This design comes from an exercise in tuning for small area and a short achievable clock period on the open sky130 flow, not from production work. In this exercise RTL edits were held to simulation tests only and were not proved equivalent to the original. Power and IR drop assume default switching activity.

==> flow/design.v <==
module dlts (
    input  wire        clk,
    input  wire        rst,
    input  wire        tick,
    input  wire        zc_in,
    input  wire        cmd_valid,
    input  wire [31:0] cmd_word,
    output wire        ready,
    output reg         rsp_valid,
    output reg  [3:0]  rsp_status,
    output reg  [31:0] rsp_data,
    output reg  [15:0] gate,
    output wire        zc_pullup_en
);
    localparam N = 16;
    localparam [13:0] NEVER14 = 14'h3FFF;
    localparam [13:0] SEMI_50 = 14'd10000;
    localparam [13:0] SEMI_60 = 14'd8333;
    localparam [3:0] ST_OK       = 4'd0;
    localparam [3:0] ST_CAPACITY = 4'd1;
    localparam [3:0] ST_BAD_ID   = 4'd2;
    localparam [3:0] ST_BAD_OP   = 4'd3;
    localparam [3:0] ST_BAD_ARG  = 4'd4;
    localparam [3:0] ST_BAD_REG  = 4'd5;
    localparam [2:0] R_ZERO = 3'd0;
    localparam [2:0] R_IDX  = 3'd1;
    localparam [2:0] R_DLY  = 3'd2;
    localparam [2:0] R_SEMI = 3'd3;
    localparam [2:0] R_FREQ = 3'd4;
    localparam [2:0] R_REG  = 3'd5;
    localparam [2:0] R_CHAN = 3'd6;
    function lt14;
        input [13:0] a, b;
        reg   [15:0] l, e;
        integer      q, w;
        begin
            l = 16'd0;
            e = 16'hFFFF;
            for (q = 0; q < 14; q = q + 1) begin
                l[q] = ~a[q] & b[q];
                e[q] = ~(a[q] ^ b[q]);
            end
            for (w = 1; w < 16; w = w * 2)
                for (q = 0; q < 16; q = q + 2 * w) begin
                    l[q] = l[q + w] | (e[q + w] & l[q]);
                    e[q] = e[q + w] & e[q];
                end
            lt14 = l[0];
        end
    endfunction
    function [15:0] add16;
        input [15:0] a, b;
        reg   [15:0] gg, ppp, c;
        integer      q, w;
        begin
            gg  = a & b;
            ppp = a ^ b;
            for (w = 1; w < 16; w = w * 2)
                for (q = 15; q >= w; q = q - 1) begin
                    gg[q]  = gg[q] | (ppp[q] & gg[q - w]);
                    ppp[q] = ppp[q] & ppp[q - w];
                end
            c[0] = 1'b0;
            for (q = 1; q < 16; q = q + 1)
                c[q] = gg[q - 1];
            add16 = a ^ b ^ c;
        end
    endfunction
    function [16:0] sub16;
        input [15:0] a, b;
        reg   [15:0] g, pp, gg, ppp, c;
        integer      q, w;
        begin
            for (q = 0; q < 16; q = q + 1) begin
                g[q]  = a[q] & ~b[q];
                pp[q] = ~(a[q] ^ b[q]);
            end
            gg  = g;
            ppp = pp;
            for (w = 1; w < 16; w = w * 2)
                for (q = 15; q >= w; q = q - 1) begin
                    gg[q]  = gg[q] | (ppp[q] & gg[q - w]);
                    ppp[q] = ppp[q] & ppp[q - w];
                end
            c[0] = 1'b1;
            for (q = 1; q < 16; q = q + 1)
                c[q] = gg[q - 1] | ppp[q - 1];
            sub16 = {gg[15] | ppp[15], pp ^ c};
        end
    endfunction
    reg [3:0]  pin_r [0:N-1];
    reg [13:0] dly_r [0:N-1];
    reg [N-1:0] ch_act;
    reg [N-1:0] ch_fired;
    reg        en;
    reg [1:0]  pol;
    reg        pullup_r;
    reg        fmon_cont;
    reg [15:0] min_retrig;
    reg [1:0]  fmode;
    reg        fmon_req;
    reg [13:0] semi_meas;
    reg        semi_valid;
    reg [31:0] oor_cnt;
    reg        zc_prev;
    reg        zc_state;
    reg [31:0] t_edge;
    reg [31:0] epoch;
    reg [31:0] now;
    reg [16:0] el;           
    reg        tmr_armed;
    reg [13:0] arm_value;
    reg [31:0] arm_epoch;
    reg [31:0] fire_epoch;
    reg [31:0] tfire_cnt;
    reg [31:0] stale_cnt;
    reg [N-1:0] ok_r;        
    reg [15:0] semi3_r;      
    reg [18:0] d0_r;         
    reg [13:0] cnt_pre;      
    reg        zc_next;      
    reg        sel_semi;     
    reg        may_exp;      
    reg        use_tb_r;     
    reg        fm_fix;
    reg        apend;        
    reg        held;
    reg [31:0] hold_w;
    reg [2:0]  rsp_sel;
    reg [4:0]  rsp_a;
    reg        div_busy;
    reg [18:0] div_rem;
    reg [6:0]  div_q;
    assign ready        = !div_busy && !fm_fix && !held;
    assign zc_pullup_en = pullup_r;
    reg [13:0] semi;         
    wire semi_nz = (fmode != 2'd2) || semi_valid;
    wire [16:0] el_inc  = el[16] ? el : el + 17'd1;
    wire [31:0] now_inc = now + 32'd1;
    wire         use_tb;
    wire [13:0]  cmp_x;
    reg  [N-1:0] c_lt, c_eq;
    integer i0;
    always @(*) begin
        for (i0 = 0; i0 < N; i0 = i0 + 1) begin
            c_lt[i0] = lt14(cmp_x, dly_r[i0]);
            c_eq[i0] = (cmp_x == dly_r[i0]);
        end
    end
    reg  [N-1:0] zero_m;     
    reg  [N-1:0] one_m;      
    reg  [N-1:0] tf_m;       
    reg  [N-1:0] le_m;       
    reg  [N-1:0] ok_m;       
    reg  [N-1:0] tc_m;       
    integer i;
    always @(*) begin
        for (i = 0; i < N; i = i + 1) begin
            le_m[i]   = !zc_next ? !c_lt[i] :
                        apend   ? (dly_r[i] == 14'd0) : (dly_r[i][13:1] == 13'd0);
            ok_m[i]   = sel_semi ? !(c_lt[i] || c_eq[i]) : ok_r[i];
            zero_m[i] = ch_act[i] && (dly_r[i] == 14'd0);
            one_m[i]  = ch_act[i] && (dly_r[i] == 14'd1);
            tf_m[i]   = ch_act[i] && !ch_fired[i] && le_m[i] && ok_m[i];
            tc_m[i]   = ch_act[i] && !ch_fired[i] && !le_m[i] && ok_m[i];
        end
    end
    reg  [N-1:0] prec [0:N-1];       
    reg  [N-1:0] win;
    reg  [13:0]  m_c;
    integer i2, j2;
    always @(*) begin
        for (i2 = 0; i2 < N; i2 = i2 + 1) begin
            win[i2] = tc_m[i2];
            for (j2 = 0; j2 < N; j2 = j2 + 1) begin
                if (j2 > i2)
                    win[i2] = win[i2] & (!tc_m[j2] | prec[i2][j2]);
                else if (j2 < i2)
                    win[i2] = win[i2] & (!tc_m[j2] | !prec[j2][i2]);
            end
        end
        m_c = 14'd0;
        for (i2 = 0; i2 < N; i2 = i2 + 1)
            m_c = m_c | ({14{win[i2]}} & dly_r[i2]);
    end
    wire armed_c = |tc_m;
    reg        free_found;
    reg [3:0]  free_idx;
    integer    k;
    always @(*) begin
        free_found = 1'b0;
        free_idx   = 4'd0;
        for (k = N - 1; k >= 0; k = k - 1) begin
            if (!ch_act[k]) begin
                free_found = 1'b1;
                free_idx   = k[3:0];
            end
        end
    end
    wire        tk       = ready && tick;
    wire [16:0] el_t     = tk ? el_inc : el;
    wire [31:0] now_t    = tk ? now_inc : now;
    wire        exp_if_tick = tmr_armed && (el_inc[13:0] == arm_value);
    wire        expire      = tk && exp_if_tick;
    wire        zc_edge   = ready && (zc_in != zc_prev);
    wire        pol_match = (pol == 2'd0) ? zc_in :
                            (pol == 2'd1) ? !zc_in : 1'b1;
    wire        deb0      = zc_state && (el     < {1'b0, min_retrig});
    wire        deb1      = zc_state && (el_inc < {1'b0, min_retrig});
    wire        debounced = tk ? deb1 : deb0;
    wire        qual      = zc_edge && en && pol_match && !debounced;
    wire        samp_en   = zc_state && (fmon_cont || fmon_req);
    wire        ir0       = (el     >= 17'd7692) && (el     <= 17'd11111);
    wire        ir1       = (el_inc >= 17'd7692) && (el_inc <= 17'd11111);
    wire        in_range  = tk ? ir1 : ir0;
    wire        take      = qual && samp_en && in_range;
    wire        oor_inc   = qual && samp_en && !in_range;
    wire [13:0] meas_n    = take ? el_t[13:0] : semi_meas;
    wire        valid_n   = take || semi_valid;
    wire        semi_n_nz = (fmode != 2'd2) || valid_n;
    wire        one_arm   = (|one_m) && semi_n_nz;
    wire        svc_t     = expire && !qual;
    wire        e_next    = tk ? (el_inc[13:0] + 14'd1 == arm_value) : exp_if_tick;
    wire        may_exp_n = qual || svc_t || apend || (tmr_armed && e_next);
    wire [N-1:0] fire_m = qual ? (semi_n_nz ? zero_m : {N{1'b0}}) :
                          svc_t ? tf_m : {N{1'b0}};
    reg  [15:0]  fire_g;
    integer g, h;
    always @(*) begin
        for (g = 0; g < 16; g = g + 1) begin
            fire_g[g] = 1'b0;
            for (h = 0; h < N; h = h + 1)
                fire_g[g] = fire_g[g] | (fire_m[h] && pin_r[h] == g[3:0]);
        end
    end
    wire        w_dly   = (cmd_word[31:28] == 4'h1) || (cmd_word[31:28] == 4'h3);
    wire        h_dly   = (hold_w[31:28] == 4'h1) || (hold_w[31:28] == 4'h3);
    wire        r_cnt   = (cmd_word[31:28] == 4'h9) && (cmd_word[23:16] == 8'h08);
    wire        hold    = ready && cmd_valid && (zc_edge || (w_dly && (use_tb_r || sel_semi)) ||
                                                 (r_cnt && may_exp));
    wire        h_rcnt  = (hold_w[31:28] == 4'h9) && (hold_w[23:16] == 8'h08);
    wire        keep    = held && ((h_dly && sel_semi) || (h_rcnt && apend));
    wire        held_n  = hold || keep;
    wire        cmd     = (held && !keep) || (ready && cmd_valid && !hold);
    wire [31:0] c_w     = held ? hold_w : cmd_word;
    wire [3:0]  c_op    = c_w[31:28];
    wire [7:0]  c_a     = c_w[23:16];
    wire [15:0] c_b     = c_w[15:0];
    wire [3:0]  c_ai    = c_a[3:0];
    wire        c_a16   = (c_a[7:4] == 4'd0);
    wire        c_id_ok = c_a16 && ch_act[c_ai];
    reg [31:0] c_mask;
    always @(*) begin
        case (c_op)
            4'h0, 4'h5, 4'h6, 4'hA: c_mask = 32'hFFFFFFFF;
            4'h3, 4'h8:             c_mask = 32'hFF000000;
            4'h7:                   c_mask = 32'hFFFFFFFC;
            default:                c_mask = 32'hFF00FFFF;
        endcase
    end
    wire c_form_ok = ((c_w & c_mask) == {c_op, 28'd0});
    reg  [3:0] c_status;
    reg  [2:0] c_sel;
    always @(*) begin
        c_status = ST_OK;
        c_sel    = R_ZERO;
        if (c_op >= 4'hC)
            c_status = ST_BAD_OP;
        else if (!c_form_ok)
            c_status = ST_BAD_ARG;
        else begin
            case (c_op)
            4'h1: if (!c_a16)           c_status = ST_BAD_ARG;
                  else if (!free_found) c_status = ST_CAPACITY;
                  else                  c_sel    = R_IDX;
            4'h2: if (!c_id_ok)         c_status = ST_BAD_ID;
            4'h3: if (!c_id_ok)         c_status = ST_BAD_ID;
                  else                  c_sel    = R_DLY;
            4'h4: if (!c_id_ok)         c_status = ST_BAD_ID;
                  else                  c_sel    = R_DLY;
            4'h5:                       c_sel    = R_SEMI;
            4'h6:                       c_sel    = R_FREQ;
            4'h7: if (c_b[1:0] == 2'd3) c_status = ST_BAD_ARG;
            4'h8: if (c_a[7:1] != 7'd0) c_status = ST_BAD_REG;
                  else if (!c_a[0] && (c_b[15:5] != 11'd0 || c_b[2:1] == 2'd3))
                                        c_status = ST_BAD_ARG;
            4'h9: if (c_a > 8'h10)      c_status = ST_BAD_REG;
                  else                  c_sel    = R_REG;
            4'hB: if (!c_a16)           c_status = ST_BAD_ID;
                  else                  c_sel    = R_CHAN;
            default: ;
            endcase
        end
    end
    wire c_ok = cmd && (c_status == ST_OK);
    wire do_reg     = c_ok && (c_op == 4'h1);
    wire do_rel     = c_ok && (c_op == 4'h2);
    wire do_setd    = c_ok && (c_op == 4'h3);
    wire do_freq    = c_ok && (c_op == 4'h6) && semi_nz;
    wire do_fmode   = c_ok && (c_op == 4'h7);
    wire do_wmr     = c_ok && (c_op == 4'h8) && c_a[0];
    wire do_wctl    = c_ok && (c_op == 4'h8) && !c_a[0];
    wire do_quiesce = do_wctl && !c_b[0];
    wire do_meas    = c_ok && (c_op == 4'hA);
    wire        fm_fix_n = do_fmode && (tmr_armed || apend);
    reg  [13:0] semi_next;
    always @(*) begin
        case (do_fmode ? c_b[1:0] : fmode)
            2'd0:    semi_next = SEMI_50;
            2'd1:    semi_next = SEMI_60;
            default: semi_next = valid_n ? meas_n : 14'd0;
        endcase
    end
    wire [15:0] el3    = {2'b00, el_t[13:0]} + {1'b0, el_t[13:0], 1'b0};
    wire [15:0] meas3  = {2'b00, semi_meas} + {1'b0, semi_meas, 1'b0};
    reg  [15:0] semi3_next;
    always @(*) begin
        case (do_fmode ? c_b[1:0] : fmode)
            2'd0:    semi3_next = 16'd30000;
            2'd1:    semi3_next = 16'd24999;
            default: semi3_next = !valid_n ? 16'd0 : take ? el3 : meas3;
        endcase
    end
    always @(posedge clk) begin
        semi    <= rst ? SEMI_50    : semi_next;
        cnt_pre <= arm_value - el[13:0] - {13'd0, tk};
        semi3_r <= rst ? 16'd30000 : semi3_next;
        d0_r    <= rst ? 19'd505000 : 19'd500000 + {6'd0, semi_next[13:1]};
    end
    wire        b_ge_semi = ({2'b00, semi} <= c_b);
    wire        setd_nv   = (c_b == 16'hFFFF) || b_ge_semi;
    wire [13:0] setd_v    = setd_nv ? NEVER14 : c_b[13:0];
    wire        dly_wr = do_reg || do_setd;
    wire [3:0]  wr_a   = do_reg ? free_idx : c_ai;
    wire        v_nv   = do_reg || setd_nv;
    assign      use_tb = use_tb_r;
    assign      cmp_x  = sel_semi ? semi : use_tb ? arm_value : c_b[13:0];
    reg  [N-1:0] v_lt, v_le;
    integer q1;
    always @(*) begin
        for (q1 = 0; q1 < N; q1 = q1 + 1) begin
            v_lt[q1] = v_nv ? 1'b0 : c_lt[q1];
            v_le[q1] = v_nv ? (dly_r[q1] == NEVER14) : (c_lt[q1] || c_eq[q1]);
        end
    end
    wire [18:0] div_d0 = d0_r;
    wire [15:0] semi1  = {2'b00, semi};
    wire [15:0] semi2  = {1'b0, semi, 1'b0};
    wire [15:0] semi3  = semi3_r;
    function [17:0] r4step;      
        input [15:0] r;
        input [15:0] s1, s2, s3;
        reg   [16:0] t1, t2, t3;
        begin
            t1 = sub16(r, s1);
            t2 = sub16(r, s2);
            t3 = sub16(r, s3);
            if (t3[16])      r4step = {2'd3, t3[15:0]};
            else if (t2[16]) r4step = {2'd2, t2[15:0]};
            else if (t1[16]) r4step = {2'd1, t1[15:0]};
            else             r4step = {2'd0, r};
        end
    endfunction
    reg [20:0] da;               
    reg [16:0] da6;
    reg [17:0] da54;
    reg [18:0] db;               
    reg [17:0] db32, db10;
    always @(*) begin
        da   = {2'b00, div_d0};
        da6  = sub16({1'b0, da[20:6]}, semi1);
        if (da6[16])
            da[20:6] = da6[14:0];
        da54 = r4step(da[19:4], semi1, semi2, semi3);
        da[19:4] = da54[15:0];
        db   = div_rem;
        db32 = r4step(db[17:2], semi1, semi2, semi3);
        db[17:2] = db32[15:0];
        db10 = r4step(db[15:0], semi1, semi2, semi3);
    end
    wire [13:0] tmr_cnt = tmr_armed ? cnt_pre : 14'd0;
    wire [13:0] rd_d    = dly_r[rsp_a[3:0]];
    wire [15:0] rd_d16  = {{2{rd_d[13] & rd_d[12]}}, rd_d};
    reg [31:0] reg_view;
    always @(*) begin
        case (rsp_a)
            5'h00: reg_view = {27'd0, fmon_cont, pullup_r, pol, en};
            5'h01: reg_view = {16'd0, min_retrig};
            5'h02: reg_view = {30'd0, fmode};
            5'h03: reg_view = {25'd0, zc_prev, fmon_req, semi_valid, 2'b00, tmr_armed, zc_state};
            5'h04: reg_view = epoch;
            5'h05: reg_view = now;
            5'h06: reg_view = t_edge;
            5'h07: reg_view = t_edge;
            5'h08: reg_view = {18'd0, tmr_cnt};
            5'h09: reg_view = {18'd0, arm_value};
            5'h0A: reg_view = arm_epoch;
            5'h0B: reg_view = fire_epoch;
            5'h0C: reg_view = tfire_cnt;
            5'h0D: reg_view = stale_cnt;
            5'h0E: reg_view = oor_cnt;
            5'h0F: reg_view = {18'd0, semi_meas};
            default: reg_view = 32'h00100010;
        endcase
    end
    always @(*) begin
        case (rsp_sel)
            R_IDX:   rsp_data = {28'd0, rsp_a[3:0]};
            R_DLY:   rsp_data = {16'd0, rd_d16};
            R_SEMI:  rsp_data = {18'd0, semi};
            R_FREQ:  rsp_data = {25'd0, div_q};
            R_REG:   rsp_data = reg_view;
            R_CHAN:  rsp_data = {rd_d16, 6'd0, ch_fired[rsp_a[3:0]], ch_act[rsp_a[3:0]],
                                 4'd0, pin_r[rsp_a[3:0]]};
            default: rsp_data = 32'd0;
        endcase
    end
    integer p, q2;
    always @(posedge clk) begin
        if (rst) begin
            for (p = 0; p < N; p = p + 1) begin
                pin_r[p] <= 4'd0;
                dly_r[p] <= NEVER14;
            end
            ch_act     <= {N{1'b0}};
            ch_fired   <= {N{1'b0}};
            en         <= 1'b0;
            pol        <= 2'd0;
            pullup_r   <= 1'b0;
            fmon_cont  <= 1'b0;
            min_retrig <= 16'd0;
            fmode      <= 2'd0;
            fmon_req   <= 1'b0;
            semi_meas  <= 14'd0;
            semi_valid <= 1'b0;
            oor_cnt    <= 32'd0;
            zc_prev    <= zc_in;
            zc_state   <= 1'b0;
            t_edge     <= 32'd0;
            epoch      <= 32'd0;
            now        <= 32'd0;
            el         <= 17'd0;
            tmr_armed  <= 1'b0;
            arm_value  <= 14'd0;
            arm_epoch  <= 32'd0;
            fire_epoch <= 32'd0;
            tfire_cnt  <= 32'd0;
            stale_cnt  <= 32'd0;
            fm_fix     <= 1'b0;
            may_exp    <= 1'b0;
            use_tb_r   <= 1'b0;
            zc_next    <= 1'b0;
            sel_semi   <= 1'b0;
            ok_r       <= {N{1'b0}};
            apend      <= 1'b0;
            held       <= 1'b0;
            gate       <= 16'd0;
            rsp_valid  <= 1'b0;
            div_busy   <= 1'b0;
            for (p = 0; p < N; p = p + 1)
                prec[p] <= {N{1'b1}};
        end else begin
            now <= now_t;
            el  <= qual ? 17'd0 : el_t;
            if (ready)
                zc_prev <= zc_in;
            if (expire) begin
                fire_epoch <= arm_epoch;
                tfire_cnt  <= tfire_cnt + 32'd1;
            end
            if (expire && qual)
                stale_cnt <= stale_cnt + 32'd1;
            if (qual) begin
                if (take) begin
                    semi_meas  <= el_t[13:0];
                    semi_valid <= 1'b1;
                end
                if (oor_inc)
                    oor_cnt <= oor_cnt + 32'd1;
                epoch    <= epoch + 32'd1;
                t_edge   <= now_t;
                zc_state <= 1'b1;
            end
            may_exp  <= may_exp_n;
            use_tb_r <= may_exp_n && !held_n;
            zc_next  <= qual;
            sel_semi <= qual || fm_fix_n;
            if (sel_semi)
                ok_r <= ok_m;
            apend <= 1'b0;
            if (apend && armed_c) begin
                tmr_armed <= 1'b1;
                arm_value <= m_c;
                arm_epoch <= epoch;
            end
            if (qual) begin
                gate     <= fire_g;
                ch_fired <= fire_m;
                if (one_arm) begin
                    tmr_armed <= 1'b1;
                    arm_value <= 14'd1;
                    arm_epoch <= epoch + 32'd1;
                end else begin
                    tmr_armed <= 1'b0;
                    apend     <= 1'b1;
                end
            end else if (svc_t) begin
                gate      <= gate | fire_g;
                ch_fired  <= ch_fired | fire_m;
                tmr_armed <= armed_c;
                if (armed_c) begin
                    arm_value <= m_c;
                    end
            end
            if (take || do_meas)
                fmon_req <= do_meas;
            for (p = 0; p < N; p = p + 1) begin
                if (do_reg && free_idx == p[3:0]) begin
                    pin_r[p]    <= c_a[3:0];
                    dly_r[p]    <= NEVER14;
                    ch_act[p]   <= 1'b1;
                    ch_fired[p] <= 1'b0;
                end
                if (do_rel && c_ai == p[3:0])
                    ch_act[p] <= 1'b0;
                if (do_setd && c_ai == p[3:0]) begin
                    dly_r[p] <= setd_v;
                    ok_r[p]  <= !setd_nv;
                end
                if (do_reg && free_idx == p[3:0])
                    ok_r[p]  <= 1'b0;
                for (q2 = p + 1; q2 < N; q2 = q2 + 1) begin
                    if (dly_wr && wr_a == p[3:0])
                        prec[p][q2] <= v_le[q2];
                    else if (dly_wr && wr_a == q2[3:0])
                        prec[p][q2] <= !v_lt[p];
                end
            end
            if (do_fmode)
                fmode  <= c_b[1:0];
            fm_fix <= fm_fix_n;
            if (do_wmr)
                min_retrig <= c_b;
            if (do_wctl) begin
                en        <= c_b[0];
                pol       <= c_b[2:1];
                pullup_r  <= c_b[3];
                fmon_cont <= c_b[4];
            end
            if (do_quiesce) begin
                tmr_armed <= 1'b0;
                gate      <= 16'd0;
                ch_fired  <= {N{1'b0}};
                zc_state  <= 1'b0;
            end
            held <= held_n;
            if (hold)
                hold_w <= cmd_word;
            rsp_valid <= 1'b0;
            if (cmd) begin
                rsp_status <= c_status;
                rsp_sel    <= c_sel;
                rsp_a      <= (c_op == 4'h1) ? {1'b0, free_idx} : c_a[4:0];
                if (do_freq) begin
                    div_busy   <= 1'b1;
                    div_rem    <= da[18:0];
                    div_q[6]   <= da6[16];
                    div_q[5:4] <= da54[17:16];
                end else begin
                    rsp_valid <= 1'b1;
                    if (c_ok && c_op == 4'h6)
                        rsp_sel <= R_ZERO;
                end
            end
            if (div_busy) begin
                div_q[3:2] <= db32[17:16];
                div_q[1:0] <= db10[17:16];
                div_busy   <= 1'b0;
                rsp_valid  <= 1'b1;
            end
        end
    end
endmodule
==> flow/run.sh <==
#!/bin/bash
# synth_recipe.tcl (not shown) runs the flow's synth.tcl, then flattens the netlist and writes it again
# the make line also repeats each setting of config.mk as NAME=value (left out here)
make -C /OpenROAD-flow-scripts/flow DESIGN_CONFIG=/design/flow/config.mk WORK_HOME=/design/flow/orfs CLKGATE_MAP_FILE= SYNTH_SCRIPT=/design/flow/synth_recipe.tcl finish
==> flow/config.mk <==
export PLATFORM = sky130hd
export DESIGN_NAME = dlts
export DESIGN_NICKNAME = dlts
export VERILOG_FILES = /design/flow/design.v
export SDC_FILE = /design/flow/constraint.sdc
export NUM_CORES = 4
export LEC_CHECK = 0
export CAP_MARGIN = 20
export CORE_MARGIN = 2
export CORE_UTILIZATION = 40
export PLACE_DENSITY = 0.6
export SETUP_SLACK_MARGIN = 3
export SLEW_MARGIN = 20
==> flow/constraint.sdc <==
create_clock -name core_clock -period 10.0 [get_ports {clk}]
set_input_delay 2.0000 -clock core_clock [delete_from_list [all_inputs] [get_ports {clk}]]
set_output_delay 2.0000 -clock core_clock [all_outputs]
set_load 0.01 [all_outputs]
==> results of run 1 <==
==> worst reg2reg max path: stages (launching register included) <==
cell and delay [ps]:
dfxtp_1 790, nand4_1 590, or4_1 700, nor2_1 270, xor2_1 120, ha_1 190
or3_1 310, a2111oi_1 560, a22oi_2 220, buf_12 270, nor4b_1 1270, a31oi_1 140
buf_4 290, nor4b_1 650, a2111oi_0 180, nand3_1 190, o221a_2 200
==> per-layer routing <==
| metal | global-route usage | vias to the layer above | wire length [um] |
|---|---|---|---|
| li1 | - | 30409 | - |
| met1 | 0.573 | 35043 | 152000 |
| met2 | 0.668 | 4971 | 161000 |
| met3 | 0.139 | 1315 | 44600 |
| met4 | 0.338 | 34 | 34500 |
| met5 | 0 | - | 218 |
==> where the power goes <==
group	leakage, nW	total [mW]	internal, mW	switching (mW)
clock network	1.89	4.43	2.51	1.92
logic	17.4	1.03	0.295	0.735
registers	7.59	3.79	3.77	0.0212
total	26.9	9.26	6.58	2.67
==> layout make-up <==
type / instances / area share
clock buffers: 151 / 0.0430
well taps: 2160 / 0.0368
inverters: 229 / 0.0119
repair buffers: 414 / 0.0476
flip-flops and latches: 931 / 0.263
clock inverters: 54 / 0.0100
diodes: 14 / 0.000477
multi-input cells: 6339 / 0.587
==> cells in the mapped netlist (115+ instances only) <==
master,number,area share
nor3_1,214,0.017
o21ai_0,233,0.018
o22ai_1,320,0.031
a21oi_1,372,0.029
and3_1,121,0.012
a21o_1,115,0.013
nand2_1,822,0.048
clkbuf_1,427,0.025
a22o_1,134,0.018
a211oi_1,133,0.016
ha_1,472,0.092
nor4_1,127,0.012
a22oi_1,200,0.023
xnor2_1,131,0.018
xor2_1,139,0.019
dfxtp_1,862,0.27
nand3_1,262,0.020
inv_1,224,0.013
nand4_1,158,0.015
nor2_1,821,0.048
==> cells by family (layout without fill, tap and decap cells) <==
kind of cell | count (synthesis) | count (layout)
and+or+nand+nor | 3123 | 3123
AOI/OAI and AO/OA | 2328 | 2328
DFF | 931 | 931
buffers and inverters | 775 | 848
adders and majority gates | 476 | 476
xor gates and xnor gates | 275 | 275
muxes | 135 | 135
other | 1 | 16
==> sequential cells by signal (all words and copies together), names as in the netlist, 18 cells and up <==
signal	flops
hold_w	32
tfire_cnt	32
arm_epoch	32
fire_epoch	32
dly_r	224
oor_cnt	32
t_edge	32
pin_r	64
stale_cnt	32
now	32
div_rem	18
epoch	32
prec	120
==> worst paths after layout <==
kind	end	slack, ps	depth (start not counted)
max	gate[6]	2860	19
min	fire_epoch[11]	450	2
max reg2reg	gate[5]	2970	16
min reg2reg	fire_epoch[11]	450	2
==> what timing repair did <==
item	in CTS	in global routing
setup buffers	7	20
pin swaps	2	8
gates cloned	0	1
setup endpoints to repair	69	131
gates resized for setup	63	67
==> metrics.json, run 1 <==
{
  "result_of_the_run": {"value": "no timing/DRC/antenna violations"},
  "finalPower": {"value": 9.26, "unit": "mW"},
  "setup_ws_post_layout": {"value": 2860, "unit": "ps"},
  "finalNetCount": {"value": 8539},
  "numPortBuffers": {"value": 90},
  "finish.utilization": {"value": 0.459},
  "numClockSinks": {"value": 931},
  "netlist-cell-type-count": {"value": 122},
  "fin_setup_tns": {"value": 0, "unit": "ps"},
  "postSynthAreaPerCell": {"value": 8.00, "unit": "um^2"},
  "max-vdd-ir-drop": {"value": 0.153, "unit": "mV"},
  "clk_transition_reported_paths": {"value": 60, "unit": "ps"},
  "multiInputGateArea": {"value": 0.0431, "unit": "mm^2"},
  "first_iter_violations": {"value": 10805},
  "globalRoute.totalOverflow": {"value": 0},
  "crit_path_top_delay_cell": {"value": "o21a_1"},
  "grt_setup_unrepaired": {"value": "true"},
  "htreeDepth": {"value": 3},
  "placeableCoreArea": {"value": 0.160, "unit": "mm^2"},
  "report.final.slew_viol_count": {"value": 0},
  "layout_common_cells": {"value": "dfxtp_1, nand2_1, nor2_1"},
  "final_period_minus_worst_setup_slack": {"value": 7140, "unit": "ps"},
  "fin_crit_sh": {"value": 0.714},
  "final_layout_size_suffix_gt1_frac": {"value": 0.104},
  "nFillCells": {"value": 15916},
  "drt_pass1_iterations": {"value": 10},
  "dp_slack": {"value": 1540, "unit": "ps"},
  "yosysSeqAreaShare": {"value": 0.300},
  "hold_viol_final": {"value": 0},
  "slew-limit-headroom": {"value": 0.109},
  "clk_latency": {"value": 840, "unit": "ps"},
  "timing.critical_path.required": {"value": 10720, "unit": "ps"},
  "number_of_antenna_violations_at_the_first_check_in_global_routing": {"value": 31},
  "synth_xor_area_frac": {"value": 0.0384},
  "grt_max_degree": {"value": 197},
  "postSynth.asyncResetShare": {"value": 0},
  "synth_simple_gate_area_frac": {"value": 0.241},
  "synthesized_area_fraction_occupied_by_ao_oa_aoi_and_oai_cells": {"value": 0.256},
  "critical_path.n_buffers_inverters": {"value": 3},
  "cp_top_family": {"value": "compound AO/OA/AOI/OAI gates"},
  "design.die.area": {"value": 0.164, "unit": "mm^2"},
  "placed_area": {"value": 0.0687, "unit": "mm^2"},
  "edff_count_synth": {"value": 69},
  "tritoncts": {"value": "yes"},
  "max_freq": {"value": 140, "unit": "MHz"},
  "startpoint_of_the_most_critical_hold_path": {"value": "fire_epoch[11]"},
  "clock_tree.buffer_depth": {"value": 3},
  "synth_warnings": {"value": 4},
  "setup.worst_path.end_class": {"value": "flop"},
  "timing.critical_path.mode_cell": {"value": "a21oi_1"},
  "most_common_library_cell_in_the_layout_ignoring_fill_and_taps": {"value": "dfxtp_1"},
  "slowest_delay": {"value": 760, "unit": "ps"},
  "dominant_combinational_cell_family_by_area_after_synthesis": {"value": "compound AO/OA/AOI/OAI gates"},
  "critPathLaunchType": {"value": "input port"},
  "worst-slew-pin-transition": {"value": 1330, "unit": "ps"},
  "die_height": {"value": 405, "unit": "um"},
  "ant_nets": {"value": 0},
  "detail_route.drc_violations": {"value": 0},
  "vias_per_cell": {"value": 6.97},
  "cts_buffers": {"value": 111},
  "area.sequential": {"value": 0.0193, "unit": "mm^2"},
  "final_non_filler_cell_area": {"value": 0.0735, "unit": "mm^2"},
  "place_inst": {"value": 10043},
  "whs": {"value": 449, "unit": "ps"},
  "wl": {"value": 392, "unit": "mm"},
  "floorplan.io_pins": {"value": 92},
  "synthAdderAreaFrac": {"value": 0.0930},
  "floorplan.rows": {"value": 147},
  "p_leak": {"value": 26.9, "unit": "nW"},
  "holdBufCountCts": {"value": 0},
  "gp_routability_congestion": {"value": 1.09},
  "vias": {"value": 71772},
  "critPathArrivalTime": {"value": 7870, "unit": "ps"},
  "grt_util_all_layers": {"value": 0.460},
  "place_hpwl": {"value": 295, "unit": "mm"},
  "drt-wirelength-per-cell": {"value": 38.1, "unit": "um"},
  "synth_top_flop_cell": {"value": "dfxtp_1"},
  "postSynthRegisterBits": {"value": 931},
  "timing_worst_setup_path_type": {"value": "input port to flop"},
  "wire_length_of_the_first_global_routing_pass": {"value": 533, "unit": "mm"},
  "areaGrowthSynthToFinish": {"value": 14.1, "unit": "%"},
  "root_buffer": {"value": "clkbuf_16"},
  "hold_path_class": {"value": "flop to flop"},
  "muxShareOfSynthArea": {"value": 0.0241},
  "timing.clock.skew": {"value": 61.5, "unit": "ps"},
  "die_w": {"value": 405, "unit": "um"},
  "setup.worst_path.start": {"value": "cmd_word[13]"},
  "initial_core_util": {"value": 0.402},
  "crit_path_cell_trace": {"value": "clkdlybuf4s50_1 -> mux2_4 -> mux2i_1 -> nand2_1 -> o21ai_4 -> buf_6 -> ha_1 -> nand4_1 -> nor2_1 -> a211oi_1 -> o21a_1 -> a21oi_1 -> nor3_2 -> buf_4 -> a311oi_1 -> o22ai_1 -> a21oi_1 -> nand3_1 -> o221a_2"},
  "grt_pass1_vias": {"value": 65258},
  "cap_violations": {"value": 0},
  "path_max_fanout": {"value": 17},
  "postSynthCellCount": {"value": 8044},
  "mappedNetlistArea": {"value": 0.0644, "unit": "mm^2"},
  "setup_violations": {"value": 0},
  "regToRegStartpoint": {"value": "el[5]"},
  "power_per_cell_area": {"value": 126, "unit": "mW/mm^2"},
  "finalNonFillerCells": {"value": 10292}
}
Testbench counts, summed over its fixed seeds: busy cycles 184.
==> inputs of run 2 (changes only) <==
--- a/flow/design.v
+++ b/flow/design.v
@@ -107,7 +107,7 @@
     reg [31:0] t_edge;
     reg [31:0] epoch;
     reg [31:0] now;
-    reg [16:0] el;           
+    reg [31:0] el;           
     reg        tmr_armed;
     reg [13:0] arm_value;
     reg [31:0] arm_epoch;
@@ -135,7 +135,7 @@
     assign zc_pullup_en = pullup_r;
     reg [13:0] semi;         
     wire semi_nz = (fmode != 2'd2) || semi_valid;
-    wire [16:0] el_inc  = el[16] ? el : el + 17'd1;
+    wire [31:0] el_inc  = el + 32'd1;
     wire [31:0] now_inc = now + 32'd1;
     wire         use_tb;
     wire [13:0]  cmp_x;
@@ -198,20 +198,20 @@
         end
     end
     wire        tk       = ready && tick;
-    wire [16:0] el_t     = tk ? el_inc : el;
+    wire [31:0] el_t     = tk ? el_inc : el;
     wire [31:0] now_t    = tk ? now_inc : now;
     wire        exp_if_tick = tmr_armed && (el_inc[13:0] == arm_value);
     wire        expire      = tk && exp_if_tick;
     wire        zc_edge   = ready && (zc_in != zc_prev);
     wire        pol_match = (pol == 2'd0) ? zc_in :
                             (pol == 2'd1) ? !zc_in : 1'b1;
-    wire        deb0      = zc_state && (el     < {1'b0, min_retrig});
-    wire        deb1      = zc_state && (el_inc < {1'b0, min_retrig});
+    wire        deb0      = zc_state && (el     < {16'd0, min_retrig});
+    wire        deb1      = zc_state && (el_inc < {16'd0, min_retrig});
     wire        debounced = tk ? deb1 : deb0;
     wire        qual      = zc_edge && en && pol_match && !debounced;
     wire        samp_en   = zc_state && (fmon_cont || fmon_req);
-    wire        ir0       = (el     >= 17'd7692) && (el     <= 17'd11111);
-    wire        ir1       = (el_inc >= 17'd7692) && (el_inc <= 17'd11111);
+    wire        ir0       = (el     >= 32'd7692) && (el     <= 32'd11111);
+    wire        ir1       = (el_inc >= 32'd7692) && (el_inc <= 32'd11111);
     wire        in_range  = tk ? ir1 : ir0;
     wire        take      = qual && samp_en && in_range;
     wire        oor_inc   = qual && samp_en && !in_range;
@@ -439,7 +439,7 @@
             t_edge     <= 32'd0;
             epoch      <= 32'd0;
             now        <= 32'd0;
-            el         <= 17'd0;
+            el         <= 32'd0;
             tmr_armed  <= 1'b0;
             arm_value  <= 14'd0;
             arm_epoch  <= 32'd0;
@@ -461,7 +461,7 @@
                 prec[p] <= {N{1'b1}};
         end else begin
             now <= now_t;
-            el  <= qual ? 17'd0 : el_t;
+            el  <= qual ? 32'd0 : el_t;
             if (ready)
                 zc_prev <= zc_in;
             if (expire) begin
--- a/flow/config.mk
+++ b/flow/config.mk
@@ -9,5 +9,5 @@
 export CORE_MARGIN = 2
 export CORE_UTILIZATION = 40
 export PLACE_DENSITY = 0.6
-export SETUP_SLACK_MARGIN = 3
+export SETUP_SLACK_MARGIN = 4
 export SLEW_MARGIN = 20
==> metrics.json, run 2 <==
{
  "final_non_filler_cell_area": {"value": 0.0806, "unit": "mm^2", "change": "+9.8%"},
  "first_iter_violations": {"value": 11970, "change": "+11%"},
  "mappedNetlistArea": {"value": 0.0655, "unit": "mm^2", "change": "+1.7%"},
  "wire_length_of_the_first_global_routing_pass": {"value": 555, "unit": "mm", "change": "+4.1%"},
  "htreeDepth": {"value": 3, "change": "unchanged"},
  "finalNetCount": {"value": 9223, "change": "+8.0%"},
  "power_per_cell_area": {"value": 120, "unit": "mW/mm^2", "change": "-4.9%"},
  "postSynthCellCount": {"value": 8414, "change": "+4.6%"},
  "timing.critical_path.mode_cell": {"value": "buf_12"},
  "postSynthAreaPerCell": {"value": 7.78, "unit": "um^2", "change": "-2.8%"},
  "root_buffer": {"value": "clkbuf_16"},
  "setup_violations": {"value": 0, "change": "unchanged"},
  "muxShareOfSynthArea": {"value": 0.0287, "change": "+0.00463"},
  "grt_setup_unrepaired": {"value": "true"},
  "place_hpwl": {"value": 300, "unit": "mm", "change": "+1.6%"},
  "floorplan.io_pins": {"value": 92, "change": "unchanged"},
  "layout_common_cells": {"value": "nand2_1, dfxtp_1, nor2_1"},
  "nFillCells": {"value": 15943, "change": "+0.17%"},
  "slew-limit-headroom": {"value": 0.122, "change": "+0.0131"},
  "edff_count_synth": {"value": 69, "change": "unchanged"},
  "grt_max_degree": {"value": 102, "change": "-48%"},
  "ff2ff_path_depth": {"value": 22, "change": "+6"},
  "grt_util_all_layers": {"value": 0.464, "change": "+0.00387"},
  "synth_xor_area_frac": {"value": 0.0367, "change": "-0.00168"},
  "grt_pass1_vias": {"value": 69405, "change": "+6.4%"},
  "cts_buffers": {"value": 112, "change": "+0.90%"},
  "vias_per_cell": {"value": 6.97, "change": "about the same"},
  "drt-wirelength-per-cell": {"value": 37.1, "unit": "um", "change": "-2.7%"},
  "place_inst": {"value": 10454, "change": "+4.1%"},
  "synth_warnings": {"value": 4, "change": "unchanged"},
  "max_freq": {"value": 164, "unit": "MHz", "change": "+17%"},
  "final_period_minus_worst_setup_slack": {"value": 6080, "unit": "ps", "change": "-1060 ps"},
  "timing.clock.skew": {"value": 75.9, "unit": "ps", "change": "+14.3 ps"},
  "rr_endpoint": {"value": "arm_value[9]"},
  "hold_path_class": {"value": "flop to flop"},
  "vias": {"value": 76577, "change": "+6.7%"},
  "number_of_antenna_violations_at_the_first_check_in_global_routing": {"value": 27, "change": "-13%"},
  "fin_crit_sh": {"value": 0.608, "change": "-0.106"},
  "finish.utilization": {"value": 0.496, "change": "+0.0375"},
  "hold_path_depth": {"value": 2, "change": "unchanged"},
  "synthAdderAreaFrac": {"value": 0.0916, "change": "-0.00133"},
  "postSynth.asyncResetShare": {"value": 0, "change": "unchanged"},
  "critPathArrivalTime": {"value": 4080, "unit": "ps", "change": "-3790 ps"},
  "worst-slew-pin-transition": {"value": 1310, "unit": "ps", "change": "-19.7 ps"},
  "report.final.slew_viol_count": {"value": 0, "change": "unchanged"},
  "whs_endpoint": {"value": "fire_epoch[3]"},
  "critPathLaunchType": {"value": "flop"},
  "synth_simple_gate_area_frac": {"value": 0.245, "change": "+0.00344"},
  "wl": {"value": 407, "unit": "mm", "change": "+3.9%"},
  "detail_route.drc_violations": {"value": 0, "change": "unchanged"},
  "result_of_the_run": {"value": "no timing/DRC/antenna violations"},
  "placeableCoreArea": {"value": 0.163, "unit": "mm^2", "change": "+1.5%"},
  "dp_slack": {"value": 1640, "unit": "ps", "change": "+100 ps"},
  "synthMostInstantiatedCell": {"value": "nand2_1"},
  "numPortBuffers": {"value": 90, "change": "unchanged"},
  "dominant_combinational_cell_family_by_area_after_synthesis": {"value": "compound AO/OA/AOI/OAI gates"},
  "setup_ws_post_layout": {"value": 3920, "unit": "ps", "change": "+1060 ps"},
  "crit_path_cell_trace": {"value": "buf_12 -> buf_4 -> buf_6 -> nor3_4 -> buf_12 -> a22oi_1 -> nand4_1 -> o22a_4 -> mux2i_1 -> o211ai_1 -> dlygate4sd2_1"},
  "die_height": {"value": 409, "unit": "um", "change": "+0.82%"},
  "die_w": {"value": 409, "unit": "um", "change": "+0.82%"},
  "placed_area": {"value": 0.0700, "unit": "mm^2", "change": "+1.9%"},
  "clk_transition_reported_paths": {"value": 60, "unit": "ps", "change": "about the same"},
  "cap_violations": {"value": 0, "change": "unchanged"},
  "finalPower": {"value": 9.67, "unit": "mW", "change": "+4.4%"},
  "synth_top_flop_cell": {"value": "dfxtp_1"},
  "setup.worst_path.end_class": {"value": "output pin"},
  "most_common_library_cell_in_the_layout_ignoring_fill_and_taps": {"value": "nand2_1"},
  "postSynthRegisterBits": {"value": 946, "change": "+1.6%"},
  "synth_area_leader_cell": {"value": "dfxtp_1"},
  "whs": {"value": 451, "unit": "ps", "change": "+2.36 ps"},
  "holdBufCountCts": {"value": 0, "change": "unchanged"},
  "final_layout_size_suffix_gt1_frac": {"value": 0.166, "change": "+0.0616"},
  "timing_worst_setup_path_type": {"value": "flop to output pin"},
  "max-vdd-ir-drop": {"value": 0.162, "unit": "mV", "change": "+5.8%"},
  "clock_tree.buffer_depth": {"value": 3, "change": "unchanged"},
  "netlist-cell-type-count": {"value": 111, "change": "-9.0%"},
  "p_leak": {"value": 29.9, "unit": "nW", "change": "+11%"},
  "reg2reg_setup_slack": {"value": 3970, "unit": "ps", "change": "+1000 ps"},
  "tritoncts": {"value": "yes"},
  "initial_core_util": {"value": 0.403, "change": "+0.000704"},
  "design.die.area": {"value": 0.167, "unit": "mm^2", "change": "+1.7%"},
  "areaGrowthSynthToFinish": {"value": 23.2, "unit": "%"},
  "synth.top_cell.area_share": {"value": 0.268, "change": "about the same"},
  "timing.critical_path.required": {"value": 8000, "unit": "ps", "change": "-2720 ps"},
  "path_max_fanout": {"value": 18, "change": "+1"},
  "yosysSeqAreaShare": {"value": 0.300, "change": "-0.000335"},
  "regToRegStartpoint": {"value": "held"},
  "finalNonFillerCells": {"value": 10991, "change": "+6.8%"},
  "numClockSinks": {"value": 946, "change": "+1.6%"},
  "startpoint_of_the_most_critical_hold_path": {"value": "fire_epoch[3]"},
  "synthesized_area_fraction_occupied_by_ao_oa_aoi_and_oai_cells": {"value": 0.255, "change": "-0.00111"},
  "top_register": {"value": "dly_r"},
  "slowest_delay": {"value": 550, "unit": "ps", "change": "-210 ps"},
  "crit_path_top_delay_cell": {"value": "o211ai_1"},
  "largest_register_ff_count": {"value": 224, "change": "unchanged"},
  "hold_viol_final": {"value": 0, "change": "unchanged"},
  "synth_area_leaders": {"value": "dfxtp_1, ha_1, nand2_1, nor2_1, a21oi_1"},
  "fin_setup_tns": {"value": 0, "unit": "ps", "change": "unchanged"},
  "clk_latency": {"value": 840, "unit": "ps", "change": "about the same"},
  "globalRoute.totalOverflow": {"value": 0, "change": "unchanged"},
  "synthTopCellsByCount": {"value": "nand2_1, dfxtp_1, nor2_1"},
  "ant_nets": {"value": 0, "change": "unchanged"},
  "reg.largest.list": {"value": "dly_r: 224 flops, prec: 120 flops, pin_r: 64 flops"},
  "floorplan.rows": {"value": 148, "change": "+0.68%"},
  "drt_pass1_iterations": {"value": 9, "change": "-1"},
  "gp_routability_congestion": {"value": 1.07, "change": "-1.7%"}
}
## run 2: changes by cell type after synthesis, sizes merged, moves of 59 or more
cell / before / now
a31oi: 109 / 43
nand2: 823 / 902
nor4b: 66 / 7
o22ai: 320 / 166
nor3: 221 / 290
o21ai: 244 / 542
a21oi: 373 / 569
## run 2: worst max path at each step
stage | from | end | slack (ps) | cells past startpoint
2_1_floorplan | cmd_word[9] | arm_value[0] | 4000 | 19
3_3_place_gp | cmd_word[14] | prec[1][2] | 1600 | 13
3_5_place_dp | cmd_word[12] | arm_epoch[24] | 1640 | 20
4_1_cts | rsp_a[1] | rsp_data[15] | 3930 | 13
5_1_grt | semi[1] | div_rem[7] | 3940 | 27
6_report | rsp_a[0] | rsp_data[5] | 3920 | 11
## run 2: layer usage
layer  GRT usage  share of wire  vias up
met5           0        0.00032        -
li1            -              -    32075
met4       0.347          0.095       20
met1       0.585           0.38    37006
met2       0.661           0.40     5801
met3       0.141           0.12     1675
## run 2: timing repair
| item | 4_1_cts | 5_1_grt |
|---|---|---|
| cloned | 11 | 8 |
| pin swaps | 98 | 136 |
| resized for setup | 585 | 299 |
| setup endpoints to repair | 745 | 430 |
| setup buffers | 211 | 86 |
| hold endpoints to repair | 0 | 0 |
## run 2: kinds of logic (layout without fill, tap and decap cells)
| kind of cell | count (synthesis) | in the layout |
|---|---|---|
| adders and majority gates | 477 | 477 |
| other | 1 | 13 |
| buffers and inverters | 746 | 1129 |
| xor gates and xnor gates | 268 | 268 |
| DFF | 946 | 946 |
| AOI/OAI and AO/OA | 2498 | 2500 |
| and+or+nand+nor | 3307 | 3312 |
| muxes | 171 | 171 |
## run 2: layout make-up
class                      instances  area, um^2  share of cell area
timing repair buffer             673        6420              0.0796
antenna                           11        27.5            0.000341
tap                             2175        2720              0.0337
clock buffer                     155        3210              0.0398
clock inverter                    55         798             0.00990
sequential                       946       19700               0.244
multi-input combinational       6730       46900               0.581
inverter                         246         957              0.0119
## run 2: where the power goes
part | total, mW | internal [mW] | switching, mW
logic | 1.28 | 0.449 | 0.835
registers | 3.85 | 3.83 | 0.0193
clock network | 4.53 | 2.59 | 1.94
total | 9.67 | 6.88 | 2.79
## run 2: critical path: cells and delay by family, from the launching register on
kind	cells	cell delay, ps
buffers and inverters	5	1170
DFF	1	420
and+or+nand+nor	2	540
AOI/OAI and AO/OA	3	980
muxes	1	90
Testbench counts of run 2, summed over its fixed seeds: busy cycles 184.
==> inputs of run 3 (changes only) <==
--- a/flow/design.v
+++ b/flow/design.v
@@ -126,8 +126,10 @@
     reg        apend;        
     reg        held;
     reg [31:0] hold_w;
-    reg [2:0]  rsp_sel;
-    reg [4:0]  rsp_a;
+    reg [15:0] r_reg;        
+    reg [15:0] r_dly;        
+    reg        r_chan, r_semi, r_freq, r_idx;
+    reg [3:0]  r_slot;       
     reg        div_busy;
     reg [18:0] div_rem;
     reg [6:0]  div_q;
@@ -379,41 +381,48 @@
         db10 = r4step(db[15:0], semi1, semi2, semi3);
     end
     wire [13:0] tmr_cnt = tmr_armed ? cnt_pre : 14'd0;
-    wire [13:0] rd_d    = dly_r[rsp_a[3:0]];
-    wire [15:0] rd_d16  = {{2{rd_d[13] & rd_d[12]}}, rd_d};
     reg [31:0] reg_view;
-    always @(*) begin
-        case (rsp_a)
-            5'h00: reg_view = {27'd0, fmon_cont, pullup_r, pol, en};
-            5'h01: reg_view = {16'd0, min_retrig};
-            5'h02: reg_view = {30'd0, fmode};
-            5'h03: reg_view = {25'd0, zc_prev, fmon_req, semi_valid, 2'b00, tmr_armed, zc_state};
-            5'h04: reg_view = epoch;
-            5'h05: reg_view = now;
-            5'h06: reg_view = t_edge;
-            5'h07: reg_view = t_edge;
-            5'h08: reg_view = {18'd0, tmr_cnt};
-            5'h09: reg_view = {18'd0, arm_value};
-            5'h0A: reg_view = arm_epoch;
-            5'h0B: reg_view = fire_epoch;
-            5'h0C: reg_view = tfire_cnt;
-            5'h0D: reg_view = stale_cnt;
-            5'h0E: reg_view = oor_cnt;
-            5'h0F: reg_view = {18'd0, semi_meas};
-            default: reg_view = 32'h00100010;
-        endcase
+    reg [13:0] rd_d;
+    reg        rd_f, rd_a;
+    reg [3:0]  rd_p;
+    integer    r0;
+    always @(*) begin
+        reg_view = ({32{r_reg[0]}}  & {27'd0, fmon_cont, pullup_r, pol, en}) |
+                   ({32{r_reg[1]}}  & {16'd0, min_retrig}) |
+                   ({32{r_reg[2]}}  & {30'd0, fmode}) |
+                   ({32{r_reg[3]}}  & {25'd0, zc_prev, fmon_req, semi_valid, 2'b00, tmr_armed, zc_state}) |
+                   ({32{r_reg[4]}}  & epoch) |
+                   ({32{r_reg[5]}}  & now) |
+                   ({32{r_reg[6]}}  & t_edge) |
+                   ({32{r_reg[7]}}  & {18'd0, tmr_cnt}) |
+                   ({32{r_reg[8]}}  & {18'd0, arm_value}) |
+                   ({32{r_reg[9]}}  & arm_epoch) |
+                   ({32{r_reg[10]}} & fire_epoch) |
+                   ({32{r_reg[11]}} & tfire_cnt) |
+                   ({32{r_reg[12]}} & stale_cnt) |
+                   ({32{r_reg[13]}} & oor_cnt) |
+                   ({32{r_reg[14]}} & {18'd0, semi_meas}) |
+                   ({32{r_reg[15]}} & 32'h00100010) |
+                   ({32{r_semi}}    & {18'd0, semi}) |
+                   ({32{r_freq}}    & {25'd0, div_q}) |
+                   ({32{r_idx}}     & {28'd0, r_slot});
+        rd_d = 14'd0;
+        rd_f = 1'b0;
+        rd_a = 1'b0;
+        rd_p = 4'd0;
+        for (r0 = 0; r0 < N; r0 = r0 + 1) begin
+            rd_d = rd_d | ({14{r_dly[r0]}} & dly_r[r0]);
+            rd_f = rd_f | (r_dly[r0] & ch_fired[r0]);
+            rd_a = rd_a | (r_dly[r0] & ch_act[r0]);
+            rd_p = rd_p | ({4{r_dly[r0]}} & pin_r[r0]);
+        end
     end
+    wire [15:0] rd_d16 = {{2{rd_d[13] & rd_d[12]}}, rd_d};
     always @(*) begin
-        case (rsp_sel)
-            R_IDX:   rsp_data = {28'd0, rsp_a[3:0]};
-            R_DLY:   rsp_data = {16'd0, rd_d16};
-            R_SEMI:  rsp_data = {18'd0, semi};
-            R_FREQ:  rsp_data = {25'd0, div_q};
-            R_REG:   rsp_data = reg_view;
-            R_CHAN:  rsp_data = {rd_d16, 6'd0, ch_fired[rsp_a[3:0]], ch_act[rsp_a[3:0]],
-                                 4'd0, pin_r[rsp_a[3:0]]};
-            default: rsp_data = 32'd0;
-        endcase
+        if (r_chan)
+            rsp_data = reg_view | {rd_d16, 6'd0, rd_f, rd_a, 4'd0, rd_p};
+        else
+            rsp_data = reg_view | {16'd0, rd_d16};
     end
     integer p, q2;
     always @(posedge clk) begin
@@ -559,8 +568,15 @@
             rsp_valid <= 1'b0;
             if (cmd) begin
                 rsp_status <= c_status;
-                rsp_sel    <= c_sel;
-                rsp_a      <= (c_op == 4'h1) ? {1'b0, free_idx} : c_a[4:0];
+                r_reg  <= 16'd0;
+                if (c_sel == R_REG)
+                    r_reg[c_a[4] ? 4'd15 : (c_a[3:0] >= 4'd7) ? c_a[3:0] - 4'd1 : c_a[3:0]] <= 1'b1;
+                r_dly  <= (c_sel == R_DLY || c_sel == R_CHAN) ? (16'd1 << c_ai) : 16'd0;
+                r_chan <= (c_sel == R_CHAN);
+                r_semi <= (c_sel == R_SEMI);
+                r_freq <= (c_sel == R_FREQ) && do_freq;
+                r_idx  <= (c_sel == R_IDX);
+                r_slot <= free_idx;
                 if (do_freq) begin
                     div_busy   <= 1'b1;
                     div_rem    <= da[18:0];
@@ -568,8 +584,6 @@
                     div_q[5:4] <= da54[17:16];
                 end else begin
                     rsp_valid <= 1'b1;
-                    if (c_ok && c_op == 4'h6)
-                        rsp_sel <= R_ZERO;
                 end
             end
             if (div_busy) begin
==> metrics.json, run 3 <==
{
  "setup_violations": {"value": 0, "change": "unchanged"},
  "drt-wirelength-per-cell": {"value": 39.0, "unit": "um", "change": "+5.2%"},
  "synth_warnings": {"value": 4, "change": "unchanged"},
  "vias_per_cell": {"value": 7.09, "change": "+1.7%"},
  "synthTopCellsByCount": {"value": "nor2_1, nand2_1, dfxtp_1"},
  "multiInputGateArea": {"value": 0.0469, "unit": "mm^2", "change": "about the same"},
  "result_of_the_run": {"value": "no timing/DRC/antenna violations"},
  "design.die.area": {"value": 0.172, "unit": "mm^2", "change": "+3.1%"},
  "hold_viol_final": {"value": 0, "change": "unchanged"},
  "pwr-share-comb": {"value": 0.111, "change": "-0.022"},
  "reg2reg_setup_slack": {"value": 4090, "unit": "ps", "change": "+120 ps"},
  "place_hpwl": {"value": 314, "unit": "mm", "change": "+4.9%"},
  "timing.critical_path.to": {"value": "gate[15]"},
  "synthesized_area_fraction_occupied_by_ao_oa_aoi_and_oai_cells": {"value": 0.250, "change": "-0.00480"},
  "timing_worst_setup_path_type": {"value": "input port to flop"},
  "timing.critical_path.required": {"value": 10670, "unit": "ps", "change": "+2670 ps"},
  "hold_path_class": {"value": "flop to flop"},
  "root_buffer": {"value": "clkbuf_16"},
  "synth_xor_area_frac": {"value": 0.0382, "change": "+0.00148"},
  "max_freq": {"value": 163, "unit": "MHz", "change": "-0.69%"},
  "htreeDepth": {"value": 3, "change": "unchanged"},
  "cts_buffers": {"value": 113, "change": "+0.89%"},
  "clockPowerShare": {"value": 0.471, "change": "+0.002"},
  "synth.top_cell.area_share": {"value": 0.260, "change": "-0.00826"},
  "number_of_antenna_violations_at_the_first_check_in_global_routing": {"value": 36, "change": "+33%"},
  "areaGrowthSynthToFinish": {"value": 21.7, "unit": "%"},
  "placeableCoreArea": {"value": 0.167, "unit": "mm^2", "change": "+3.0%"},
  "synth_area_leader_cell": {"value": "dfxtp_1"},
  "setup.worst_path.end_class": {"value": "flop"},
  "p_sw": {"value": 2.72, "unit": "mW", "change": "-2.5%"},
  "wire_length_of_the_first_global_routing_pass": {"value": 585, "unit": "mm", "change": "+5.3%"},
  "critPathLaunchType": {"value": "input port"},
  "muxShareOfSynthArea": {"value": 0.0289, "change": "+0.000172"},
  "setup.worst_path.start": {"value": "cmd_word[11]"},
  "fin_crit_sh": {"value": 0.612, "change": "+0.00420"},
  "die_height": {"value": 415, "unit": "um", "change": "+1.6%"},
  "floorplan.rows": {"value": 150, "change": "+1.4%"},
  "nFillCells": {"value": 16195, "change": "+1.6%"},
  "internal_power": {"value": 6.88, "unit": "mW", "change": "about the same"},
  "finalNonFillerCells": {"value": 11143, "change": "+1.4%"},
  "mappedNetlistArea": {"value": 0.0675, "unit": "mm^2", "change": "+3.2%"},
  "place_inst": {"value": 10567, "change": "+1.1%"},
  "worst-slew-pin-transition": {"value": 1420, "unit": "ps", "change": "+109 ps"},
  "postSynthAreaPerCell": {"value": 7.93, "unit": "um^2", "change": "+1.9%"},
  "yosysSeqAreaShare": {"value": 0.305, "change": "+0.00499"},
  "synthMostInstantiatedCell": {"value": "nor2_1"},
  "drt_pass1_iterations": {"value": 9, "change": "unchanged"},
  "edff_count_synth": {"value": 101, "change": "+46%"},
  "initial_core_util": {"value": 0.403, "change": "+0.000825"},
  "postSynth.asyncResetShare": {"value": 0, "change": "unchanged"},
  "synth_top_flop_cell": {"value": "dfxtp_1"},
  "switching_share": {"value": 0.283, "change": "-0.00531"},
  "dominant_combinational_cell_family_by_area_after_synthesis": {"value": "compound AO/OA/AOI/OAI gates"},
  "finish.utilization": {"value": 0.491, "change": "-0.00493"},
  "vias": {"value": 78964, "change": "+3.1%"},
  "finalNetCount": {"value": 9339, "change": "+1.3%"},
  "most_common_library_cell_in_the_layout_ignoring_fill_and_taps": {"value": "nand2_1"},
  "power_per_cell_area": {"value": 117, "unit": "mW/mm^2", "change": "-2.6%"},
  "tritoncts": {"value": "yes"},
  "postSynthRegisterBits": {"value": 978, "change": "+3.4%"},
  "floorplan.io_pins": {"value": 92, "change": "unchanged"},
  "detail_route.drc_violations": {"value": 0, "change": "unchanged"},
  "numPortBuffers": {"value": 90, "change": "unchanged"},
  "netlist-cell-type-count": {"value": 128, "change": "+15%"},
  "numClockSinks": {"value": 978, "change": "+3.4%"},
  "finalPower": {"value": 9.60, "unit": "mW", "change": "-0.69%"},
  "postSynthCellCount": {"value": 8523, "change": "+1.3%"},
  "globalRoute.totalOverflow": {"value": 0, "change": "unchanged"},
  "synth_simple_gate_area_frac": {"value": 0.241, "change": "-0.00384"},
  "grt_pass1_vias": {"value": 71949, "change": "+3.7%"},
  "seq_power_share": {"value": 0.418, "change": "+0.019"},
  "placed_area": {"value": 0.0717, "unit": "mm^2", "change": "+2.5%"},
  "ant_nets": {"value": 0, "change": "unchanged"},
  "grt_setup_unrepaired": {"value": "true"},
  "clk_latency": {"value": 850, "unit": "ps", "change": "about the same"},
  "timing.clock.skew": {"value": 72.9, "unit": "ps", "change": "-2.93 ps"},
  "holdBufCountCts": {"value": 0, "change": "unchanged"},
  "p_leak": {"value": 29.7, "unit": "nW", "change": "-0.80%"},
  "slew-limit-headroom": {"value": 0.0434, "change": "-0.0786"},
  "wl": {"value": 434, "unit": "mm", "change": "+6.6%"},
  "grt_max_degree": {"value": 205, "change": "+100%"},
  "dp_slack": {"value": 1580, "unit": "ps", "change": "-65.9 ps"},
  "grt_util_all_layers": {"value": 0.477, "change": "+0.0136"},
  "final_period_minus_worst_setup_slack": {"value": 6120, "unit": "ps", "change": "+42.0 ps"},
  "reg.largest.list": {"value": "dly_r: 224 flops, prec: 120 flops, pin_r: 64 flops"},
  "path_max_fanout": {"value": 5, "change": "-13"},
  "ff2ff_path_depth": {"value": 18, "change": "-18%"},
  "rr_endpoint": {"value": "gate[8]"},
  "die_w": {"value": 415, "unit": "um", "change": "+1.6%"},
  "largest_register_ff_count": {"value": 224, "change": "unchanged"},
  "synthAdderAreaFrac": {"value": 0.0907, "change": "-0.000970"},
  "clock_tree.buffer_depth": {"value": 3, "change": "unchanged"},
  "cap_violations": {"value": 0, "change": "unchanged"},
  "final_layout_size_suffix_gt1_frac": {"value": 0.156, "change": "-0.00987"},
  "top_register": {"value": "dly_r"},
  "report.final.slew_viol_count": {"value": 0, "change": "unchanged"},
  "critPathArrivalTime": {"value": 6800, "unit": "ps", "change": "+2720 ps"},
  "first_iter_violations": {"value": 12125, "change": "+1.3%"},
  "setup_ws_post_layout": {"value": 3880, "unit": "ps", "change": "-42.0 ps"},
  "final_non_filler_cell_area": {"value": 0.0822, "unit": "mm^2", "change": "+1.9%"},
  "whs": {"value": 449, "unit": "ps", "change": "-1.90 ps"},
  "layout_common_cells": {"value": "nand2_1, dfxtp_1, nor2_1"},
  "gp_routability_congestion": {"value": 1.10, "change": "+2.8%"},
  "area.sequential": {"value": 0.0206, "unit": "mm^2", "change": "+4.9%"},
  "synth_area_leaders": {"value": "dfxtp_1, ha_1, nor2_1, nand2_1, edfxtp_1"},
  "regToRegStartpoint": {"value": "el[1]"},
  "fin_setup_tns": {"value": 0, "unit": "ps", "change": "unchanged"},
  "clk_transition_reported_paths": {"value": 70, "unit": "ps", "change": "about the same"},
  "max-vdd-ir-drop": {"value": 0.156, "unit": "mV", "change": "-3.4%"}
}
## run 3: cell count changes in the layout (fill, tap and decap cells not counted), sizes merged, moves of 39 or more
cell,change
a211oi,+60
a21o,-62
a21oi,-171
a32oi,+53
nor2,+87
o21ai,-39
o31ai,+80
## run 3: power by group through the flow
stage,Clock [mW],Sequential (mW),Combinational (mW)
after floorplan,0,4.09,0.455
after global placement,0,4.10,0.811
after detailed placement,0,4.10,0.820
after CTS,4.51,4.01,0.936
after global routing,4.66,4.01,1.08
final,4.52,4.01,1.07
## run 3: worst min path at each step
stage | start | to | slack (ps) | cells after the start
finish | fire_epoch[30] | fire_epoch[30] | 450 | 2
global route | fire_epoch[30] | fire_epoch[30] | 470 | 2
CTS | fire_epoch[30] | fire_epoch[30] | 450 | 2
detailed placement | fire_epoch[30] | fire_epoch[30] | 440 | 2
global placement | fire_epoch[22] | fire_epoch[22] | 440 | 2
floorplan | fire_epoch[20] | fire_epoch[20] | 430 | 2
## run 3: repair_timing
| action | 4_1_cts | 5_1_grt |
|---|---|---|
| pin swaps | 90 | 146 |
| cloned | 14 | 11 |
| setup buffers | 199 | 112 |
| resized for setup | 392 | 293 |
| endpoints found under the setup margin | 682 | 531 |
## run 3: final cells by class
class | instances | area share
repair buffers | 696 | 0.0851
well taps | 2204 | 0.0335
diodes | 26 | 0.000791
clock buffers | 160 | 0.0400
inverters | 238 | 0.0114
multi-input cells | 6788 | 0.570
flip-flops and latches | 978 | 0.251
clock inverters | 53 | 0.00829
## run 3: worst max-delay path, stage by stage
cell and delay (ps):
dlymetal6s2s_1 150, mux2_4 310, mux2i_1 180, nand2_1 130, o21ai_4 190, clkbuf_16 250
buf_4 140, ha_1 140, nand4_1 120, a211oi_2 330, buf_4 180, o21ai_2 70
a31o_4 280, or3b_4 410, buf_4 170, a211oi_2 60, nand3_1 400, o22ai_1 180
or4_1 550, nor4_1 280, and3_1 200, a21oi_1 60
## run 3: routing by layer
layer / track usage / up-vias / wire length, um
met4: 0.355 / 16 / 40600
li1: - / 32673 / -
met1: 0.574 / 38484 / 160000
met5: 0 / - / 178
met2: 0.679 / 6072 / 174000
met3: 0.195 / 1719 / 59300
## run 3: kinds of logic (layout without fill, tap and decap cells)
group | Yosys count | count (layout)
compound gates | 2442 | 2443
xor+xnor | 285 | 285
fa+ha+maj | 487 | 487
buf+inv | 769 | 1147
flops | 978 | 978
mux | 190 | 190
other cells | 1 | 28
simple gates | 3371 | 3381
Testbench counts of run 3, summed over its fixed seeds: busy cycles 184.

port drivers added, routing unchanged:
The results above use ideal ports. As a check the final layouts listed here were re-extracted and re-timed, cells and wires unchanged. Step 1 sets driving cells, clkbuf_16 on the clock port and buf_2 on the other inputs (assumed; they add their load-dependent delay and slew). Step 2 moves the port delays by t, midway between the first and last clock arrival at a register: inputs arrive t later, outputs are due t later. That takes back most of the time a late clock gives input paths. Three values: ideal, step 1, step 2; two values: the first two.
| run | t, ns | setup slack, ns | worst setup path at the end |
|---|---|---|---|
| run 1 | 0.887 | 2.856 / 2.846 / 2.021 | input to register |
| run 2 | 0.903 | 3.918 / 3.820 / 3.071 | input to register |
| run 3 | 0.897 | 3.876 / 3.882 / 3.017 | input to register |
After both steps setup and hold are still met in every run listed. The setup slack of run 3, which loses most, moves by +0.006 ns with the drivers and by -0.859 ns with both steps.
